This design comes from an exercise in tuning for small area on the open sky130 flow, not from production work.
Where RTL was checked, it was by simulation tests only, not by an equivalence proof against the original.
No activity file was given, so power comes from the tool's default toggle rates.

==> build 16: inputs <==
==> flow/design.v (excerpt) <==
module mgmon_core (
    input  wire         clk,
    input  wire         rst,
    input  wire         cmd_valid,
    output wire         cmd_ready,
    input  wire [39:0]  cmd_word,
    input  wire [511:0] cmd_bytes,
    output reg          rsp_valid,
    output wire [39:0]  rsp_word,
    output reg  [15:0]  a_o,
    output reg          a_oe,
    input  wire [15:0]  a_i,
    output reg  [7:0]   d_o,
    output reg          d_oe,
    input  wire [7:0]   d_i,
    output reg          rw_o,
    output reg          rw_oe,
    input  wire         rw_i,
    output reg          mclk_o,
    output reg          css_o,
    output reg          be_oe,
    input  wire         sync_i,
    input  wire         vp_i,
    output reg          ce_o,
    output reg          ce_oe,
    output reg          we_o,
    output reg          we_oe,
    output reg          oe_o,
    output reg          oe_oe,
    output wire         pgm_o,
    output reg          pgm_oe
);
==> flow/config.mk <==
export PLATFORM = sky130hd
export DESIGN_NAME = mgmon_core
export DESIGN_NICKNAME = mgmon_core
export VERILOG_FILES = /design/flow/design.v
export SDC_FILE = /design/flow/constraint.sdc
export NUM_CORES = 4
export LEC_CHECK = 0
export CAP_MARGIN = 20
export CORE_MARGIN = 2
export CORE_UTILIZATION = 40
export SLEW_MARGIN = 20
==> flow/constraint.sdc <==
create_clock -name core_clock -period 10.0 [get_ports {clk}]
set_input_delay 2.0000 -clock core_clock [delete_from_list [all_inputs] [get_ports {clk}]]
set_output_delay 2.0000 -clock core_clock [all_outputs]
set_load 0.01 [all_outputs]
standard.sh (not shown) runs the stock make flow with config.mk's settings and CLKGATE_MAP_FILE= SYNTH_SCRIPT=/design/flow/synth_recipe.tcl, a recipe that flattens the netlist after the stock synthesis.
==> flow/flow/run.sh <==
#!/bin/bash
# Layout flow: the standard ORFS flow (standard.sh, unchanged synthesis),
# with smaller port buffers (buf_1 instead of the default clkdlybuf4s50_1)
# and a clock tree built without dummy loads. Every port still gets a buffer.
set -euo pipefail
export BUFFER_PORTS_ARGS="-buffer_cell sky130_fd_sc_hd__buf_1"
export CTS_ARGS="-sink_clustering_enable -repair_clock_nets -dont_use_dummy_load"
bash standard.sh finish > standard_flow.log 2>&1
==> trial 68 (differences from build 16) <==
--- a/flow/design.v
+++ b/flow/design.v
@@ -84,43 +84,28 @@
             OP_SETBP, OP_READ:      allowed = 32'h0000_FFFF;
             OP_WRITE:               allowed = 32'h00FF_FFFF;
             default:                allowed = 32'h0000_0000;
         endcase
     end
     wire c_legal = (c_op <= OP_PROG) && (c_zero == 4'h0) && ((c_arg & ~allowed) == 32'h0);
     wire [15:0] c_base   = c_arg[15:0];
     wire [15:0] c_len    = c_arg[31:16];
-    wire [6:0]  c_sum    = {1'b0, c_base[5:0]} + {1'b0, c_len[5:0]};
-    wire        c_req_ok = (c_len[15:7] == 9'd0) &&
-                           (c_len[6] ? (c_len[5:0] == 6'd0 && c_base[5:0] == 6'd0)
-                                     : (c_len[5:0] != 6'd0 && (!c_sum[6] || c_sum[5:0] == 6'd0)));
+    wire [15:0] c_last   = c_base + c_len - 16'd1;
+    wire        c_req_ok = (c_len != 16'd0) && (c_len <= 16'd64) &&
+                           ((c_base & 16'hFFC0) == (c_last & 16'hFFC0));
     wire [511:0] ring_rot = {ring[85:0], ring[511:86]};
     always @(posedge clk) ring <= ~((cmd_bytes | {512{busy_r}}) & (ring_rot | {512{idle_r}}));
     wire [7:0]   ring_tap = ring[89:82];
     wire w4_done  = (W[1:0] == 2'b11);
     wire w8_done  = (W == 3'b111);
     wire p_one    = (P[31:1] == 31'd0) && P[0];
     wire len_one  = (P[22:17] == 6'd0) && P[16];
     wire timeout  = !P[22] && !P[21] && !P[17] && P[16];
     wire is_start = (op == OP_START);
-    wire dec0  = (state == S_PU_W2) && w4_done;
-    wire dec16 = ((state == S_PB_W2) && w4_done) || ((state == S_PO_DLY) && w8_done);
-    wire [32:0] brw;
-    wire [31:0] P_dec;
-    assign brw[0] = dec0;
-    genvar gi;
-    generate for (gi = 0; gi < 32; gi = gi + 1) begin : g_dec
-        assign P_dec[gi] = P[gi] ^ brw[gi];
-        if (gi == 15) begin : g_inj
-            assign brw[gi+1] = (brw[gi] & !P[gi]) | dec16;
-        end else begin : g_chain
-            assign brw[gi+1] = brw[gi] & !P[gi];
-        end
-    end endgenerate
     wire is_pulse = (op == OP_PULSE);
     wire show_a = (op == OP_STEP) && !st[0];
     wire show_d = ((op == OP_STEP) || (op == OP_READ)) && !st[0];
     wire hit    = (bp != 16'h0000) && (P[15:0] == bp);
     assign rsp_word = {2'b00, st,
                        show_a & hit, show_a & P[26], show_a & !P[24] & P[25], show_a & P[24],
                        8'h00, P[23:16] & {8{show_d}}, P[15:0] & {16{show_a}}};
     reg [6:0] nx;
@@ -254,21 +239,22 @@
                    (state == S_WR_W2) || (state == S_PB_W1) || (state == S_PB_W2) ||
                    (state == S_PO_DLY);
     always @(posedge clk) begin
         st    <= st_n;
         if (state == S_PO_S) match <= (d_i == d_o);
         if (idle_r) begin
             P  <= c_arg;
             op <= c_op;
-        end else begin
-            P  <= P_dec;
         end
         case (state)
             S_TB_CSS: begin P[3] <= 1'b1; P[1] <= 1'b1; P[0] <= 1'b0; end
+            S_PU_W2:  if (w4_done) P <= P - 32'd1;
+            S_PB_W2:  if (w4_done) P[31:16] <= P[31:16] - 16'd1;
+            S_PO_DLY: if (w8_done) P[31:16] <= P[31:16] - 16'd1;
             S_ST_SY:  P[24] <= sync_i;
             S_ST_VP:  P[25] <= !vp_i;
             S_ST_RW:  P[26] <= rw_i;
             S_ST_A:   P[15:0] <= a_i;
             S_ST_D, S_RD_D: P[23:16] <= d_i;
             default: ;
         endcase
         case (state)
@@ -299,21 +285,22 @@
             oe_oe     <= 1'b0;
             pgm_oe    <= 1'b0;
         end else begin
             state     <= nx;
             idle_r    <= (nx == S_IDLE);
             busy_r    <= (nx != S_IDLE);
             rsp_valid <= rsp_n;
             if (in_wait) W <= W + 3'd1;
-            if (idle_r && cmd_valid && c_legal &&
-                (c_op == OP_SETBP || c_op == OP_CLRBP || c_op == OP_INIT))
-                bp <= c_arg[15:0];
+            if (idle_r && cmd_valid && c_legal) begin
+                if (c_op == OP_SETBP) bp <= c_arg[15:0];
+                if (c_op == OP_CLRBP) bp <= 16'h0000;
+            end
             case (state)
-                S_IN_DA:   a_oe   <= 1'b0;
+                S_IN_DA:   begin bp <= 16'h0000; a_oe <= 1'b0; end
                 S_IN_DD:   d_oe   <= 1'b0;
                 S_IN_DRW:  rw_oe  <= 1'b0;
                 S_IN_DPGM: pgm_oe <= 1'b0;
                 S_IN_DOE:  oe_oe  <= 1'b0;
                 S_IN_DWE:  we_oe  <= 1'b0;
                 S_IN_DCE:  ce_oe  <= 1'b0;
                 S_IN_BE:   be_oe  <= 1'b0;
                 S_IN_CLK:  mclk_o <= 1'b0;
==> flow/run.sh (new file) <==
#!/bin/bash
# synth_recipe.tcl (not shown) runs the flow's synth.tcl, then flattens the netlist and writes it again
# the make line also repeats each setting of config.mk as NAME=value (left out here)
make -C /OpenROAD-flow-scripts/flow DESIGN_CONFIG=/design/flow/config.mk WORK_HOME=/design/flow/orfs CLKGATE_MAP_FILE= SYNTH_SCRIPT=/design/flow/synth_recipe.tcl finish
removed: flow/flow/run.sh
removed: flow/standard.sh
==> results.txt <==
Build 16 went through all stages and came out clean. Trial 68 finished with timing, DRC and antenna clean.
In trial 68 the die area is higher than in build 16, by about 7%.
Global-route usage: trial 68 is higher than build 16 (2.8 points).
Against trial 68, the cell area of build 16 is lower by 20%.
Against build 16, the count of clock-buffer cells in the layout of trial 68 is higher by 34.
Between trial 68 and build 16, the lower synthesized cell count is in build 16 (gap 14%, measured against build 16).
Of trial 68 and build 16, build 16 has the higher sequential power (gap about 8%, measured against build 16).
Between build 16 and trial 68, the lower power is in build 16 (gap about 3%, measured against trial 68).
Against trial 68, the non-clock buffer count of build 16 is lower by 5.
In build 16 the combinational power is larger than in trial 68, by 38%.
In build 16 the routed wire length is lower than in trial 68, by 15%.
No functional check of the RTL was part of build 16.

---

==> inputs of job 9605 <==
==> flow/design.v <==
module mgmon_core (
    input  wire         clk,
    input  wire         rst,
    input  wire         cmd_valid,
    output wire         cmd_ready,
    input  wire [39:0]  cmd_word,
    input  wire [511:0] cmd_bytes,
    output reg          rsp_valid,
    output wire [39:0]  rsp_word,
    output reg  [15:0]  a_o,
    output reg          a_oe,
    input  wire [15:0]  a_i,
    output reg  [7:0]   d_o,
    output wire         d_oe,
    input  wire [7:0]   d_i,
    output wire         rw_o,
    output reg          rw_oe,
    input  wire         rw_i,
    output wire         mclk_o,
    output reg          css_o,
    output reg          be_oe,
    input  wire         sync_i,
    input  wire         vp_i,
    output wire         ce_o,
    output wire         ce_oe,
    output wire         we_o,
    output wire         we_oe,
    output wire         oe_o,
    output wire         oe_oe,
    output wire         pgm_o,
    output wire         pgm_oe
);
    localparam OP_INIT  = 4'h0, OP_ESC   = 4'h1, OP_PULSE = 4'h2, OP_BE    = 4'h3,
               OP_TAKE  = 4'h4, OP_SETBP = 4'h5, OP_CLRBP = 4'h6, OP_STEP  = 4'h7,
               OP_READ  = 4'h8, OP_WRITE = 4'h9, OP_START = 4'hA, OP_END   = 4'hB,
               OP_PROG  = 4'hC;
    reg          idle_r;       
    reg          busy_r;       
    reg  [3:0]   op;           
    reg  [4:0]   k;            
    reg  [31:0]  P;            
    reg  [15:0]  bp;           
    reg          bp_on;        
    reg  [1:0]   st;           
    reg          ee_on;        
    reg  [511:0] ring;
    assign cmd_ready = idle_r;
    assign pgm_o     = 1'b1;
    wire [3:0]  c_op   = cmd_word[39:36];
    wire [3:0]  c_zero = cmd_word[35:32];
    wire [31:0] c_arg  = cmd_word[31:0];
    wire z0 = !c_arg[0];
    wire z1 = (c_arg[15:1]  == 15'd0);
    wire z2 = (c_arg[23:16] == 8'd0);
    wire z3 = (c_arg[31:24] == 8'd0);
    reg c_ok;
    always @(*) begin
        case (c_op)
            OP_ESC, OP_BE, OP_TAKE: c_ok = z1 & z2 & z3;
            OP_PULSE, OP_PROG:      c_ok = 1'b1;
            OP_SETBP, OP_READ:      c_ok = z2 & z3;
            OP_WRITE:               c_ok = z3;
            OP_INIT, OP_CLRBP, OP_STEP, OP_START, OP_END:
                                    c_ok = z0 & z1 & z2 & z3;
            default:                c_ok = 1'b0;
        endcase
    end
    wire c_legal = c_ok && (c_zero == 4'h0);
    wire [15:0] c_base   = c_arg[15:0];
    wire [15:0] c_len    = c_arg[31:16];
    wire [6:0]  c_sum    = {1'b0, c_base[5:0]} + {1'b0, c_len[5:0]};
    wire        c_req_ok = (c_len[15:7] == 9'd0) &&
                           (c_len[6] ? (c_len[5:0] == 6'd0 && c_base[5:0] == 6'd0)
                                     : (c_len[5:0] != 6'd0 && (!c_sum[6] || c_sum[5:0] == 6'd0)));
    wire c_now = !c_legal || (c_op == OP_SETBP) || (c_op == OP_CLRBP) ||
                 ((c_op == OP_PULSE) && z0 && z1 && z2 && z3) ||
                 ((c_op == OP_PROG) && !c_req_ok);
    wire take  = idle_r && cmd_valid;
    wire start = take && !c_now;
    wire [511:0] ring_rot = {ring[85:0], ring[511:86]};
    always @(posedge clk) ring <= ~((cmd_bytes | {512{busy_r}}) & (ring_rot | {512{idle_r}}));
    wire [7:0]   ring_tap = ring[89:82];
    wire o_init  = (op == OP_INIT);
    wire o_esc   = (op == OP_ESC);
    wire o_be    = (op == OP_BE);
    wire o_pulse = (op == OP_PULSE);
    wire o_tb    = (op == OP_TAKE) || (op == OP_START);    
    wire o_pe    = o_pulse || o_tb;                        
    wire o_start = (op == OP_START);
    wire o_end   = (op == OP_END);
    wire o_step  = (op == OP_STEP);
    wire o_read  = (op == OP_READ);
    wire o_write = (op == OP_WRITE);
    wire o_prog  = (op == OP_PROG);
    wire k1  = (k == 5'd1),  k2  = (k == 5'd2),  k3  = (k == 5'd3),  k4  = (k == 5'd4);
    wire k5  = (k == 5'd5),  k6  = (k == 5'd6),  k7  = (k == 5'd7),  k8  = (k == 5'd8);
    wire k9  = (k == 5'd9),  k10 = (k == 5'd10), k11 = (k == 5'd11), k12 = (k == 5'd12);
    wire k13 = (k == 5'd13), k14 = (k == 5'd14), k15 = (k == 5'd15), k16 = (k == 5'd16);
    wire k17 = (k == 5'd17), k18 = (k == 5'd18), k19 = (k == 5'd19), k20 = (k == 5'd20);
    wire k21 = (k == 5'd21), k22 = (k == 5'd22), k23 = (k == 5'd23), k24 = (k == 5'd24);
    wire k25 = (k == 5'd25), k31 = (k == 5'd31);
    wire p_one    = (P[31:1] == 31'd0) && P[0];
    wire bytes_left = (P[22:16] != 7'd0);
    wire timeout  = !P[22] && !P[21] && !P[17] && P[16];    
    wire match    = P[0];
    wire pe_loop  = o_pe && k12;                   
    wire pb_next  = o_prog && k17 && bytes_left;   
    wire done = (o_init && k10) || ((o_esc || o_be) && k1) ||
                (o_pulse && k12 && p_one) || ((op == OP_TAKE) && k17) ||
                (o_start && k25) || (o_end && k8) || (o_step && k16) ||
                (o_read && k14) || (o_write && k25) ||
                (o_prog && k23 && (match || timeout));
    wire dec0  = pe_loop || (o_tb && k13);         
    wire dec16 = o_prog && (k16 || k31);
    wire [32:0] brw;
    wire [31:0] P_dec;
    assign brw[0] = dec0;
    genvar gi;
    generate for (gi = 0; gi < 32; gi = gi + 1) begin : g_dec
        assign P_dec[gi] = P[gi] ^ brw[gi];
        if (gi == 15) begin : g_inj
            assign brw[gi+1] = (brw[gi] & !P[gi]) | dec16;
        end else begin : g_chain
            assign brw[gi+1] = brw[gi] & !P[gi];
        end
    end endgenerate
    function in_k(input [4:0] kk, input [4:0] lo, input [4:0] hi);
        in_k = (kk >= lo) && (kk <= hi);
    endfunction
    assign mclk_o = (o_pe && in_k(k, 5'd4, 5'd8)) || (o_step && in_k(k, 5'd7, 5'd16)) ||
                    (o_read && in_k(k, 5'd5, 5'd14)) || (o_write && in_k(k, 5'd7, 5'd15));
    assign d_oe   = (o_write && in_k(k, 5'd5, 5'd25)) || (o_prog && in_k(k, 5'd3, 5'd17));
    assign rw_o   = !(o_write && in_k(k, 5'd3, 5'd24));
    assign ce_o   = !(o_prog && (in_k(k, 5'd5, 5'd18) || in_k(k, 5'd21, 5'd22)));
    assign we_o   = !(o_prog && in_k(k, 5'd8, 5'd12));
    assign oe_o   = !(o_prog && in_k(k, 5'd20, 5'd23));
    assign ce_oe  = ee_on || (o_start && in_k(k, 5'd23, 5'd25));
    assign we_oe  = (ee_on && !((o_end && k4) || (o_init && k7))) ||
                    (o_start && in_k(k, 5'd24, 5'd25));
    assign oe_oe  = (ee_on && !((o_end && in_k(k, 5'd3, 5'd4)) || (o_init && in_k(k, 5'd6, 5'd7)))) ||
                    (o_start && k25);
    assign pgm_oe = ee_on && !((o_end && in_k(k, 5'd2, 5'd4)) || (o_init && in_k(k, 5'd5, 5'd7)));
    wire show_a = o_step && !st[0];
    wire show_d = (o_step || o_read) && !st[0];
    wire hit    = bp_on && (P[15:0] == bp);
    assign rsp_word = {2'b00, st,
                       show_a & hit, show_a & P[26], show_a & !P[24] & P[25], show_a & P[24],
                       8'h00, P[23:16] & {8{show_d}}, P[15:0] & {16{show_a}}};
    always @(posedge clk) begin
        st <= {(take && !c_legal) || (o_prog && k23 && !match && timeout),
               take && (!c_legal || ((c_op == OP_PROG) && !c_req_ok))};
        if (take && c_legal && (c_op == OP_SETBP)) bp <= c_arg[15:0];
        if (idle_r) begin
            P  <= c_arg;
            op <= ((c_op == OP_TAKE) && z0) ? OP_END : c_op;
        end else begin
            P  <= P_dec;
        end
        if (o_tb && k2)    begin P[3] <= 1'b1; P[1] <= 1'b1; P[0] <= 1'b0; end
        if (o_prog && k21) P[0]  <= (d_i == d_o);    
        if (o_step && k11) P[24] <= sync_i;
        if (o_step && k12) P[25] <= !vp_i;
        if (o_step && k13) P[26] <= rw_i;
        if (o_step && k14) P[15:0] <= a_i;
        if ((o_step && k15) || (o_read && k13)) P[23:16] <= d_i;
        if (rst) begin
            idle_r    <= 1'b1;
            busy_r    <= 1'b0;
            k         <= 5'd0;
            bp_on     <= 1'b0;
            rsp_valid <= 1'b0;
            a_o       <= 16'h0000;
            a_oe      <= 1'b0;
            d_o       <= 8'h00;
            rw_oe     <= 1'b0;
            css_o     <= 1'b1;
            be_oe     <= 1'b0;
            ee_on     <= 1'b0;
        end else begin
            idle_r    <= idle_r ? !start : done;
            busy_r    <= idle_r ? start : !done;
            rsp_valid <= done || (take && c_now);
            if (idle_r)
                k <= !start ? 5'd0 :
                     (c_op == OP_PULSE) ? 5'd3 :
                     ((c_op == OP_TAKE) && z0) ? 5'd5 : 5'd1;
            else if (done)
                k <= 5'd0;
            else if (pe_loop && !p_one)
                k <= 5'd3;
            else if (pb_next)
                k <= 5'd6;
            else if (o_prog && k31)
                k <= 5'd19;
            else
                k <= k + 5'd1;
            if (take && c_legal && (c_op == OP_SETBP || c_op == OP_CLRBP || c_op == OP_INIT))
                bp_on <= (c_op == OP_SETBP) && !(z0 && z1);
            if ((o_tb && k14) || ((o_read || o_write || o_prog) && k3)) a_o <= P[15:0];
            if (pb_next) a_o[5:0] <= a_o[5:0] + 6'd1;
            if (o_write && k5) d_o <= P[23:16];
            if (o_prog && k6)  d_o <= ring_tap;
            if ((o_init && k1) || (o_end && k5))  a_oe <= 1'b0;
            if ((o_tb && k13) || (o_prog && k1))  a_oe <= 1'b1;
            if ((o_init && k3) || (o_end && k7)) rw_oe <= 1'b0;
            if (o_tb && k17)                     rw_oe <= 1'b1;
            if ((o_init && k7) || (o_end && k4)) ee_on <= 1'b0;
            if (o_start && k25)                  ee_on <= 1'b1;
            if ((o_init && k8) || (o_end && k8)) be_oe <= 1'b0;
            if (o_tb && k1)                      be_oe <= 1'b1;
            if (o_be && k1)                      be_oe <= !P[0];
            if (o_init && k10) css_o <= 1'b1;
            if (o_tb && k2)    css_o <= 1'b0;
            if (o_esc && k1)   css_o <= P[0];
        end
    end
endmodule
==> flow/flow/run.sh <==
#!/bin/bash
# Layout flow: the standard ORFS flow (standard.sh, unchanged synthesis),
# with smaller port buffers (buf_1 instead of the default clkdlybuf4s50_1)
# and a clock tree built without dummy loads, from the buffers and sink
# clusters below. Every port still gets a buffer.
set -euo pipefail
export BUFFER_PORTS_ARGS="-buffer_cell sky130_fd_sc_hd__buf_1"
export CTS_ARGS="-sink_clustering_enable -repair_clock_nets -dont_use_dummy_load -buf_list sky130_fd_sc_hd__clkbuf_4 -sink_clustering_size 10 -sink_clustering_max_diameter 40"
bash standard.sh finish > standard_flow.log 2>&1
==> flow/standard.sh <==
#!/bin/bash
# synth_recipe.tcl (not shown) runs the flow's synth.tcl, then flattens the netlist and writes it again
# the make line also repeats each setting of config.mk as NAME=value (left out here)
make -C /OpenROAD-flow-scripts/flow DESIGN_CONFIG=/design/flow/config.mk WORK_HOME=/design/flow/orfs CLKGATE_MAP_FILE= SYNTH_SCRIPT=/design/flow/synth_recipe.tcl "${@:-finish}"
==> flow/config.mk <==
export PLATFORM = sky130hd
export DESIGN_NAME = mgmon_core
export DESIGN_NICKNAME = mgmon_core
export VERILOG_FILES = /design/flow/design.v
export SDC_FILE = /design/flow/constraint.sdc
export NUM_CORES = 4
export LEC_CHECK = 0
export CAP_MARGIN = 20
export CORE_MARGIN = 2
export CORE_UTILIZATION = 80
export SLEW_MARGIN = 20
==> flow/constraint.sdc <==
create_clock -name core_clock -period 10.0 [get_ports {clk}]
set_input_delay 2.0000 -clock core_clock [delete_from_list [all_inputs] [get_ports {clk}]]
set_output_delay 2.0000 -clock core_clock [all_outputs]
set_load 0.01 [all_outputs]
==> job 747 (differences from job 9605) <==
--- a/flow/design.v
+++ b/flow/design.v
@@ -23,11 +23,11 @@
     input  wire         vp_i,
     output wire         ce_o,
-    output wire         ce_oe,
+    output reg          ce_oe,
     output wire         we_o,
-    output wire         we_oe,
+    output reg          we_oe,
     output wire         oe_o,
-    output wire         oe_oe,
+    output reg          oe_oe,
     output wire         pgm_o,
-    output wire         pgm_oe
+    output reg          pgm_oe
 );
     localparam OP_INIT  = 4'h0, OP_ESC   = 4'h1, OP_PULSE = 4'h2, OP_BE    = 4'h3,
@@ -40,8 +40,7 @@
     reg  [4:0]   k;            
     reg  [31:0]  P;            
-    reg  [15:0]  bp;           
-    reg          bp_on;        
+    reg  [15:0]  bp;
+    reg          match;
     reg  [1:0]   st;           
-    reg          ee_on;        
     reg  [511:0] ring;
     assign cmd_ready = idle_r;
@@ -103,5 +102,4 @@
     wire bytes_left = (P[22:16] != 7'd0);
     wire timeout  = !P[22] && !P[21] && !P[17] && P[16];    
-    wire match    = P[0];
     wire pe_loop  = o_pe && k12;                   
     wire pb_next  = o_prog && k17 && bytes_left;   
@@ -135,13 +133,7 @@
     assign we_o   = !(o_prog && in_k(k, 5'd8, 5'd12));
     assign oe_o   = !(o_prog && in_k(k, 5'd20, 5'd23));
-    assign ce_oe  = ee_on || (o_start && in_k(k, 5'd23, 5'd25));
-    assign we_oe  = (ee_on && !((o_end && k4) || (o_init && k7))) ||
-                    (o_start && in_k(k, 5'd24, 5'd25));
-    assign oe_oe  = (ee_on && !((o_end && in_k(k, 5'd3, 5'd4)) || (o_init && in_k(k, 5'd6, 5'd7)))) ||
-                    (o_start && k25);
-    assign pgm_oe = ee_on && !((o_end && in_k(k, 5'd2, 5'd4)) || (o_init && in_k(k, 5'd5, 5'd7)));
     wire show_a = o_step && !st[0];
     wire show_d = (o_step || o_read) && !st[0];
-    wire hit    = bp_on && (P[15:0] == bp);
+    wire hit    = (bp != 16'h0000) && (P[15:0] == bp);
     assign rsp_word = {2'b00, st,
                        show_a & hit, show_a & P[26], show_a & !P[24] & P[25], show_a & P[24],
@@ -150,5 +142,5 @@
         st <= {(take && !c_legal) || (o_prog && k23 && !match && timeout),
                take && (!c_legal || ((c_op == OP_PROG) && !c_req_ok))};
-        if (take && c_legal && (c_op == OP_SETBP)) bp <= c_arg[15:0];
+        if (o_prog && k21) match <= (d_i == d_o);
         if (idle_r) begin
             P  <= c_arg;
@@ -158,5 +150,4 @@
         end
         if (o_tb && k2)    begin P[3] <= 1'b1; P[1] <= 1'b1; P[0] <= 1'b0; end
-        if (o_prog && k21) P[0]  <= (d_i == d_o);    
         if (o_step && k11) P[24] <= sync_i;
         if (o_step && k12) P[25] <= !vp_i;
@@ -168,5 +159,5 @@
             busy_r    <= 1'b0;
             k         <= 5'd0;
-            bp_on     <= 1'b0;
+            bp        <= 16'h0000;
             rsp_valid <= 1'b0;
             a_o       <= 16'h0000;
@@ -176,5 +167,8 @@
             css_o     <= 1'b1;
             be_oe     <= 1'b0;
-            ee_on     <= 1'b0;
+            ce_oe     <= 1'b0;
+            we_oe     <= 1'b0;
+            oe_oe     <= 1'b0;
+            pgm_oe    <= 1'b0;
         end else begin
             idle_r    <= idle_r ? !start : done;
@@ -196,5 +190,5 @@
                 k <= k + 5'd1;
             if (take && c_legal && (c_op == OP_SETBP || c_op == OP_CLRBP || c_op == OP_INIT))
-                bp_on <= (c_op == OP_SETBP) && !(z0 && z1);
+                bp <= c_arg[15:0];
             if ((o_tb && k14) || ((o_read || o_write || o_prog) && k3)) a_o <= P[15:0];
             if (pb_next) a_o[5:0] <= a_o[5:0] + 6'd1;
@@ -205,6 +199,12 @@
             if ((o_init && k3) || (o_end && k7)) rw_oe <= 1'b0;
             if (o_tb && k17)                     rw_oe <= 1'b1;
-            if ((o_init && k7) || (o_end && k4)) ee_on <= 1'b0;
-            if (o_start && k25)                  ee_on <= 1'b1;
+            if ((o_init && k4) || (o_end && k1)) pgm_oe <= 1'b0;
+            if (o_start && k25)                  pgm_oe <= 1'b1;
+            if ((o_init && k5) || (o_end && k2)) oe_oe  <= 1'b0;
+            if (o_start && k24)                  oe_oe  <= 1'b1;
+            if ((o_init && k6) || (o_end && k3)) we_oe  <= 1'b0;
+            if (o_start && k23)                  we_oe  <= 1'b1;
+            if ((o_init && k7) || (o_end && k4)) ce_oe  <= 1'b0;
+            if (o_start && k22)                  ce_oe  <= 1'b1;
             if ((o_init && k8) || (o_end && k8)) be_oe <= 1'b0;
             if (o_tb && k1)                      be_oe <= 1'b1;
--- a/flow/flow/run.sh
+++ b/flow/flow/run.sh
@@ -6,4 +6,4 @@
 set -euo pipefail
 export BUFFER_PORTS_ARGS="-buffer_cell sky130_fd_sc_hd__buf_1"
-export CTS_ARGS="-sink_clustering_enable -repair_clock_nets -dont_use_dummy_load -buf_list sky130_fd_sc_hd__clkbuf_4 -sink_clustering_size 10 -sink_clustering_max_diameter 40"
+export CTS_ARGS="-sink_clustering_enable -repair_clock_nets -dont_use_dummy_load -buf_list sky130_fd_sc_hd__clkbuf_2 -sink_clustering_size 6 -sink_clustering_max_diameter 30"
 bash standard.sh finish > standard_flow.log 2>&1
--- a/flow/config.mk
+++ b/flow/config.mk
@@ -8,4 +8,4 @@
 export CAP_MARGIN = 20
 export CORE_MARGIN = 2
-export CORE_UTILIZATION = 80
+export CORE_UTILIZATION = 50
 export SLEW_MARGIN = 20
==> job 9433 (differences from job 9605) <==
--- a/flow/design.v
+++ b/flow/design.v
@@ -23,11 +23,11 @@
     input  wire         vp_i,
     output wire         ce_o,
-    output wire         ce_oe,
+    output reg          ce_oe,
     output wire         we_o,
-    output wire         we_oe,
+    output reg          we_oe,
     output wire         oe_o,
-    output wire         oe_oe,
+    output reg          oe_oe,
     output wire         pgm_o,
-    output wire         pgm_oe
+    output reg          pgm_oe
 );
     localparam OP_INIT  = 4'h0, OP_ESC   = 4'h1, OP_PULSE = 4'h2, OP_BE    = 4'h3,
@@ -40,8 +40,7 @@
     reg  [4:0]   k;            
     reg  [31:0]  P;            
-    reg  [15:0]  bp;           
-    reg          bp_on;        
+    reg  [15:0]  bp;
+    reg          match;
     reg  [1:0]   st;           
-    reg          ee_on;        
     reg  [511:0] ring;
     assign cmd_ready = idle_r;
@@ -103,5 +102,4 @@
     wire bytes_left = (P[22:16] != 7'd0);
     wire timeout  = !P[22] && !P[21] && !P[17] && P[16];    
-    wire match    = P[0];
     wire pe_loop  = o_pe && k12;                   
     wire pb_next  = o_prog && k17 && bytes_left;   
@@ -135,13 +133,7 @@
     assign we_o   = !(o_prog && in_k(k, 5'd8, 5'd12));
     assign oe_o   = !(o_prog && in_k(k, 5'd20, 5'd23));
-    assign ce_oe  = ee_on || (o_start && in_k(k, 5'd23, 5'd25));
-    assign we_oe  = (ee_on && !((o_end && k4) || (o_init && k7))) ||
-                    (o_start && in_k(k, 5'd24, 5'd25));
-    assign oe_oe  = (ee_on && !((o_end && in_k(k, 5'd3, 5'd4)) || (o_init && in_k(k, 5'd6, 5'd7)))) ||
-                    (o_start && k25);
-    assign pgm_oe = ee_on && !((o_end && in_k(k, 5'd2, 5'd4)) || (o_init && in_k(k, 5'd5, 5'd7)));
     wire show_a = o_step && !st[0];
     wire show_d = (o_step || o_read) && !st[0];
-    wire hit    = bp_on && (P[15:0] == bp);
+    wire hit    = (bp != 16'h0000) && (P[15:0] == bp);
     assign rsp_word = {2'b00, st,
                        show_a & hit, show_a & P[26], show_a & !P[24] & P[25], show_a & P[24],
@@ -150,5 +142,5 @@
         st <= {(take && !c_legal) || (o_prog && k23 && !match && timeout),
                take && (!c_legal || ((c_op == OP_PROG) && !c_req_ok))};
-        if (take && c_legal && (c_op == OP_SETBP)) bp <= c_arg[15:0];
+        if (o_prog && k21) match <= (d_i == d_o);
         if (idle_r) begin
             P  <= c_arg;
@@ -158,5 +150,4 @@
         end
         if (o_tb && k2)    begin P[3] <= 1'b1; P[1] <= 1'b1; P[0] <= 1'b0; end
-        if (o_prog && k21) P[0]  <= (d_i == d_o);    
         if (o_step && k11) P[24] <= sync_i;
         if (o_step && k12) P[25] <= !vp_i;
@@ -168,5 +159,5 @@
             busy_r    <= 1'b0;
             k         <= 5'd0;
-            bp_on     <= 1'b0;
+            bp        <= 16'h0000;
             rsp_valid <= 1'b0;
             a_o       <= 16'h0000;
@@ -176,5 +167,8 @@
             css_o     <= 1'b1;
             be_oe     <= 1'b0;
-            ee_on     <= 1'b0;
+            ce_oe     <= 1'b0;
+            we_oe     <= 1'b0;
+            oe_oe     <= 1'b0;
+            pgm_oe    <= 1'b0;
         end else begin
             idle_r    <= idle_r ? !start : done;
@@ -196,5 +190,5 @@
                 k <= k + 5'd1;
             if (take && c_legal && (c_op == OP_SETBP || c_op == OP_CLRBP || c_op == OP_INIT))
-                bp_on <= (c_op == OP_SETBP) && !(z0 && z1);
+                bp <= c_arg[15:0];
             if ((o_tb && k14) || ((o_read || o_write || o_prog) && k3)) a_o <= P[15:0];
             if (pb_next) a_o[5:0] <= a_o[5:0] + 6'd1;
@@ -205,6 +199,12 @@
             if ((o_init && k3) || (o_end && k7)) rw_oe <= 1'b0;
             if (o_tb && k17)                     rw_oe <= 1'b1;
-            if ((o_init && k7) || (o_end && k4)) ee_on <= 1'b0;
-            if (o_start && k25)                  ee_on <= 1'b1;
+            if ((o_init && k4) || (o_end && k1)) pgm_oe <= 1'b0;
+            if (o_start && k25)                  pgm_oe <= 1'b1;
+            if ((o_init && k5) || (o_end && k2)) oe_oe  <= 1'b0;
+            if (o_start && k24)                  oe_oe  <= 1'b1;
+            if ((o_init && k6) || (o_end && k3)) we_oe  <= 1'b0;
+            if (o_start && k23)                  we_oe  <= 1'b1;
+            if ((o_init && k7) || (o_end && k4)) ce_oe  <= 1'b0;
+            if (o_start && k22)                  ce_oe  <= 1'b1;
             if ((o_init && k8) || (o_end && k8)) be_oe <= 1'b0;
             if (o_tb && k1)                      be_oe <= 1'b1;
--- a/flow/config.mk
+++ b/flow/config.mk
@@ -8,4 +8,4 @@
 export CAP_MARGIN = 20
 export CORE_MARGIN = 2
-export CORE_UTILIZATION = 80
+export CORE_UTILIZATION = 40
 export SLEW_MARGIN = 20
==> job 4436 (differences from job 9605) <==
--- a/flow/design.v
+++ b/flow/design.v
@@ -23,11 +23,11 @@
     input  wire         vp_i,
     output wire         ce_o,
-    output wire         ce_oe,
+    output reg          ce_oe,
     output wire         we_o,
-    output wire         we_oe,
+    output reg          we_oe,
     output wire         oe_o,
-    output wire         oe_oe,
+    output reg          oe_oe,
     output wire         pgm_o,
-    output wire         pgm_oe
+    output reg          pgm_oe
 );
     localparam OP_INIT  = 4'h0, OP_ESC   = 4'h1, OP_PULSE = 4'h2, OP_BE    = 4'h3,
@@ -43,5 +43,4 @@
     reg          bp_on;        
     reg  [1:0]   st;           
-    reg          ee_on;        
     reg  [511:0] ring;
     assign cmd_ready = idle_r;
@@ -135,10 +134,4 @@
     assign we_o   = !(o_prog && in_k(k, 5'd8, 5'd12));
     assign oe_o   = !(o_prog && in_k(k, 5'd20, 5'd23));
-    assign ce_oe  = ee_on || (o_start && in_k(k, 5'd23, 5'd25));
-    assign we_oe  = (ee_on && !((o_end && k4) || (o_init && k7))) ||
-                    (o_start && in_k(k, 5'd24, 5'd25));
-    assign oe_oe  = (ee_on && !((o_end && in_k(k, 5'd3, 5'd4)) || (o_init && in_k(k, 5'd6, 5'd7)))) ||
-                    (o_start && k25);
-    assign pgm_oe = ee_on && !((o_end && in_k(k, 5'd2, 5'd4)) || (o_init && in_k(k, 5'd5, 5'd7)));
     wire show_a = o_step && !st[0];
     wire show_d = (o_step || o_read) && !st[0];
@@ -176,5 +169,8 @@
             css_o     <= 1'b1;
             be_oe     <= 1'b0;
-            ee_on     <= 1'b0;
+            ce_oe     <= 1'b0;
+            we_oe     <= 1'b0;
+            oe_oe     <= 1'b0;
+            pgm_oe    <= 1'b0;
         end else begin
             idle_r    <= idle_r ? !start : done;
@@ -205,6 +201,12 @@
             if ((o_init && k3) || (o_end && k7)) rw_oe <= 1'b0;
             if (o_tb && k17)                     rw_oe <= 1'b1;
-            if ((o_init && k7) || (o_end && k4)) ee_on <= 1'b0;
-            if (o_start && k25)                  ee_on <= 1'b1;
+            if ((o_init && k4) || (o_end && k1)) pgm_oe <= 1'b0;
+            if (o_start && k25)                  pgm_oe <= 1'b1;
+            if ((o_init && k5) || (o_end && k2)) oe_oe  <= 1'b0;
+            if (o_start && k24)                  oe_oe  <= 1'b1;
+            if ((o_init && k6) || (o_end && k3)) we_oe  <= 1'b0;
+            if (o_start && k23)                  we_oe  <= 1'b1;
+            if ((o_init && k7) || (o_end && k4)) ce_oe  <= 1'b0;
+            if (o_start && k22)                  ce_oe  <= 1'b1;
             if ((o_init && k8) || (o_end && k8)) be_oe <= 1'b0;
             if (o_tb && k1)                      be_oe <= 1'b1;
--- a/flow/config.mk
+++ b/flow/config.mk
@@ -8,4 +8,4 @@
 export CAP_MARGIN = 20
 export CORE_MARGIN = 2
-export CORE_UTILIZATION = 80
+export CORE_UTILIZATION = 60
 export SLEW_MARGIN = 20
==> notes <==
Job 9605 died in I/O pin placement on PPL-0024. Job 747 went through all stages and came out clean. Job 9433 ran to the end with no violations. Job 4436 completed without violations. The highest maximum frequency belongs to job 747, the lowest to job 4436. Cell count: job 9433 is higher than job 4436 (about 9%). The highest routed wire length belongs to job 9433, the lowest to job 747. The lowest global-route usage belongs to job 9433, the highest to job 4436. In combinational power, job 9433 and job 747 hardly differ.

## what the ideal ports hide
The results above use ideal ports. As a check the final layouts listed here were re-extracted and re-timed, cells and wires unchanged. Step 1 (the two cells are an assumption about what drives the block):
set clk [get_ports {clk}]
set_driving_cell -lib_cell sky130_fd_sc_hd__clkbuf_16 $clk
set_driving_cell -lib_cell sky130_fd_sc_hd__buf_2 [delete_from_list [all_inputs] $clk]
Step 2 moves the port delays by t, midway between the first and last clock arrival at a register: inputs arrive t later, outputs are due t later. That takes back most of the time a late clock gives input paths. Slacks: ideal ports / drivers / drivers and shift; pairs: ideal ports / drivers.
run	t, ns	setup WS [ns]	latest minus earliest clock arrival (ns)	worst slew at a driven data input, ns
build 16	0.669	2.275 / 2.275 / 2.275	0.069 / 0.069	0.16
trial 68	0.676	4.488 / 4.519 / 3.842	0.025 / 0.025	0.17
job 747	1.113	2.014 / 2.014 / 2.014	0.204 / 0.205	0.13
job 9433	0.871	1.902 / 1.902 / 1.902	0.114 / 0.114	0.18
job 4436	0.797	1.599 / 1.599 / 1.599	0.112 / 0.113	0.14
After both steps setup and hold are still met in every run listed. The setup slack of trial 68, which loses most, moves by +0.031 ns with the drivers and by -0.646 ns with both steps.
